Source: an optimization exercise on an open RTL-to-GDS flow (aim: small area). Production flows keep margins and buffers that such runs may drop.
Function was checked by simulation only, so behaviour that the tests miss may differ from the original.
No driver is modelled on the clock port, so clocking that relies on it looks cheaper here than on a real chip.
Power and IR drop assume default switching activity.

Design ref8_core, start of the top module:
module ref8_core (
    input  wire        clk,
    input  wire        rst,           
    input  wire        cmd_valid,
    input  wire        cmd_op,        
    output wire        cmd_ready,
    output wire        mem_req,
    output wire        mem_we,
    output wire [15:0] mem_addr,
    output wire [7:0]  mem_wdata,
    input  wire        mem_ready,
    input  wire [7:0]  mem_rdata,
    output wire [1:0]  phase,
    output wire        halted,
    output wire [1:0]  halt_cause,
    output wire [63:0] cycle_count,
    output wire [15:0] pc,
    output wire [15:0] sp,
    output wire [7:0]  flags,
    output wire [7:0]  r0,
    output wire [7:0]  r1,
    output wire [7:0]  r2,
    output wire [7:0]  r3
);
==> flow/config.mk <==
export PLATFORM = sky130hd
export DESIGN_NAME = ref8_core
export DESIGN_NICKNAME = ref8_core
export VERILOG_FILES = /design/flow/design.v
export SDC_FILE = /design/flow/constraint.sdc
export NUM_CORES = 4
export LEC_CHECK = 0
export ABC_AREA = 1
export CAP_MARGIN = 20
export CORE_MARGIN = 2
export CORE_UTILIZATION = 60
export PLACE_DENSITY = 0.75
export SLEW_MARGIN = 20
==> flow/constraint.sdc <==
create_clock -name core_clock -period 8.0 [get_ports {clk}]
set_input_delay 1.6000 -clock core_clock [delete_from_list [all_inputs] [get_ports {clk}]]
set_output_delay 1.6000 -clock core_clock [all_outputs]
set_load 0.01 [all_outputs]
standard.sh (not shown) runs the stock make flow with config.mk's settings and CLKGATE_MAP_FILE= SYNTH_SCRIPT=/design/flow/synth_recipe.tcl, a recipe that flattens the netlist after the stock synthesis.
==> flow/flow/run.sh <==
#!/bin/bash
# Own layout flow: the standard flow, with the port buffers made of the
# smallest buffer cell, and a clock tree built from clkbuf_4 without dummy
# loads, whose heavily loaded buffers are then upsized (flow/post_cts.tcl).
# Each tool's output goes to a log file of its own.
set -euo pipefail
export BUFFER_PORTS_ARGS="-buffer_cell sky130_fd_sc_hd__buf_1"
export CTS_ARGS="-sink_clustering_enable -repair_clock_nets -dont_use_dummy_load -buf_list sky130_fd_sc_hd__clkbuf_4"
export POST_CTS_TCL="$(pwd)/flow/post_cts.tcl"
bash standard.sh > flow_make.log 2>&1
==> flow/flow/post_cts.tcl <==
# After clock tree synthesis: the tree is built from clkbuf_4; give each
# clock buffer that drives more than 11 pins a clkbuf_8, so that every
# flip-flop clock pin sees a fast edge.  Then give the logic gates their
# smallest drive strength, let repair_design fix any slew or load the
# smaller cells cannot take, and legalize the placement again.
set upsized 0
foreach inst [get_cells *] {
  if {[get_property $inst ref_name] ne "sky130_fd_sc_hd__clkbuf_4"} { continue }
  set op [get_pins -of_objects $inst -filter "direction==output"]
  set loads [get_pins -of_objects [get_nets -of_objects $op] -filter "direction==input"]
  if {[llength $loads] > 11} {
    replace_cell $inst sky130_fd_sc_hd__clkbuf_8
    incr upsized
  }
}
puts "post_cts: upsized $upsized clock buffers"
report_design_area
set downsized 0
foreach inst [get_cells *] {
  set m [get_property $inst ref_name]
  if {[string match "*clk*" $m] || [string match "*__df*" $m] || [string match "*__edf*" $m]} { continue }
  if {[regexp {^(sky130_fd_sc_hd__[a-z0-9]+)_([0-9]+)$} $m -> base drive] && $drive > 1} {
    foreach d {1 0} {
      set lc [get_lib_cells -quiet "*/${base}_$d"]
      if {[llength $lc] > 0} {
        replace_cell $inst [get_full_name [lindex $lc 0]]
        incr downsized
        break
      }
    }
  }
}
puts "post_cts: downsized $downsized cells"
estimate_parasitics -placement
repair_design
report_design_area
repair_timing -recover_power 100
report_design_area
detailed_placement
check_placement -verbose
estimate_parasitics -placement
Rerun with:
==> flow/flow/run.sh (replaced) <==
#!/bin/bash
set -euo pipefail
export BUFFER_PORTS_ARGS="-buffer_cell sky130_fd_sc_hd__buf_1"
export CTS_ARGS="-sink_clustering_enable -repair_clock_nets -dont_use_dummy_load -buf_list sky130_fd_sc_hd__clkbuf_4"
export SKIP_REPAIR_TIE_FANOUT=1
export POST_CTS_TCL="$(pwd)/flow/post_cts.tcl"
bash standard.sh > flow_make.log 2>&1
--- a/flow/flow/post_cts.tcl
+++ b/flow/flow/post_cts.tcl
@@ -1,3 +1,3 @@
 # After clock tree synthesis: the tree is built from clkbuf_4; give each
-# clock buffer that drives more than 11 pins a clkbuf_8, so that every
+# clock buffer that drives more than 12 pins a clkbuf_8, so that every
 # flip-flop clock pin sees a fast edge.  Then give the logic gates their
@@ -10,3 +10,3 @@
   set loads [get_pins -of_objects [get_nets -of_objects $op] -filter "direction==input"]
-  if {[llength $loads] > 11} {
+  if {[llength $loads] > 12} {
     replace_cell $inst sky130_fd_sc_hd__clkbuf_8
The changed run completed with no timing, DRC or antenna violations.
Final cell count falls slightly.
Synthesized cell count stays the same.
Die area is unchanged.
Worst hold slack hardly moves.
Core utilization went down by 0.16 points.
Rerun with:
--- a/flow/flow/post_cts.tcl
+++ b/flow/flow/post_cts.tcl
@@ -1,3 +1,3 @@
 # After clock tree synthesis: the tree is built from clkbuf_4; give each
-# clock buffer that drives more than 12 pins a clkbuf_8, so that every
+# clock buffer that drives more than 11 pins a clkbuf_8, so that every
 # flip-flop clock pin sees a fast edge.  Then give the logic gates their
@@ -10,3 +10,3 @@
   set loads [get_pins -of_objects [get_nets -of_objects $op] -filter "direction==input"]
-  if {[llength $loads] > 12} {
+  if {[llength $loads] > 11} {
     replace_cell $inst sky130_fd_sc_hd__clkbuf_8
Result: Synthesized cell count does not change. Routed wire length came out higher by 0.56%. Setup slack loses 0.010 ns. Global-route usage is higher by 0.10 points. Clock skew shrinks by 0.0070 ns. Count of clock-buffer cells in the layout stays the same. Area after synthesis stays the same. Combinational power barely changes.
Rerun with:
==> flow/flow/run.sh (replaced) <==
#!/bin/bash
# Own layout flow: the standard flow, with the port buffers made of the
# smallest buffer cell, and a clock tree built from clkbuf_4 without dummy
# loads, whose heavily loaded buffers are then upsized (flow/post_cts.tcl).
# Each tool's output goes to a log file of its own.
set -euo pipefail
export BUFFER_PORTS_ARGS="-buffer_cell sky130_fd_sc_hd__buf_1"
export CTS_ARGS="-sink_clustering_enable -repair_clock_nets -dont_use_dummy_load -buf_list sky130_fd_sc_hd__clkbuf_4"
export POST_CTS_TCL="$(pwd)/flow/post_cts.tcl"
bash standard.sh > flow_make.log 2>&1
==> flow/flow/post_cts.tcl (replaced) <==
# After clock tree synthesis: the tree is built from clkbuf_4; give each
# clock buffer that drives more than 11 pins a clkbuf_8, so that every
# flip-flop clock pin sees a fast edge, then legalize the placement again.
set upsized 0
foreach inst [get_cells *] {
  if {[get_property $inst ref_name] ne "sky130_fd_sc_hd__clkbuf_4"} { continue }
  set op [get_pins -of_objects $inst -filter "direction==output"]
  set loads [get_pins -of_objects [get_nets -of_objects $op] -filter "direction==input"]
  if {[llength $loads] > 11} {
    replace_cell $inst sky130_fd_sc_hd__clkbuf_8
    incr upsized
  }
}
puts "post_cts: upsized $upsized clock buffers"
detailed_placement
check_placement -verbose
estimate_parasitics -placement
--- a/flow/config.mk
+++ b/flow/config.mk
@@ -10,4 +10,4 @@
 export CORE_MARGIN = 2
-export CORE_UTILIZATION = 60
-export PLACE_DENSITY = 0.75
+export CORE_UTILIZATION = 66
+export PLACE_DENSITY = 0.78
 export SLEW_MARGIN = 20
Outcome:
- maximum frequency came out higher by 13%
- total power came out higher by 0.84%
- die area came out lower by 8.8%
- final cell count came out lower by 0.40%

port drivers added, routing unchanged:
How much do the figures lean on ideal ports? The routed layouts below were timed once more, with nothing changed but the port constraints.
Step 1 assumes that a clkbuf_16 drives the clock port and a buf_2 every other input.
Step 2 moves the port delays by t, midway between the first and last clock arrival at a register: inputs arrive t later, outputs are due t later. That takes back most of the time a late clock gives input paths.
Three values: no drivers, after step 1, after step 2; two values: the first two.
| run | shift t [ns] | slack for setup (ns) | clock arrival spread, ns | slew at the worst register clock pin (ns) | cell pins on the clock port's net |
|---|---|---|---|---|---|
| the first run | 0.473 | 4.205 / 4.168 / 4.640 | 0.041 / 0.041 | 0.11 / 0.11 | 1 |
| the second run | 0.465 | 4.006 / 3.975 / 4.440 | 0.039 / 0.040 | 0.12 / 0.12 | 1 |
| the third run | 0.467 | 3.996 / 3.964 / 4.431 | 0.032 / 0.032 | 0.10 / 0.10 | 1 |
| the fourth run | 0.474 | 4.466 / 4.428 / 4.902 | 0.045 / 0.045 | 0.12 / 0.12 | 1 |
After both steps every run listed still meets setup and hold.
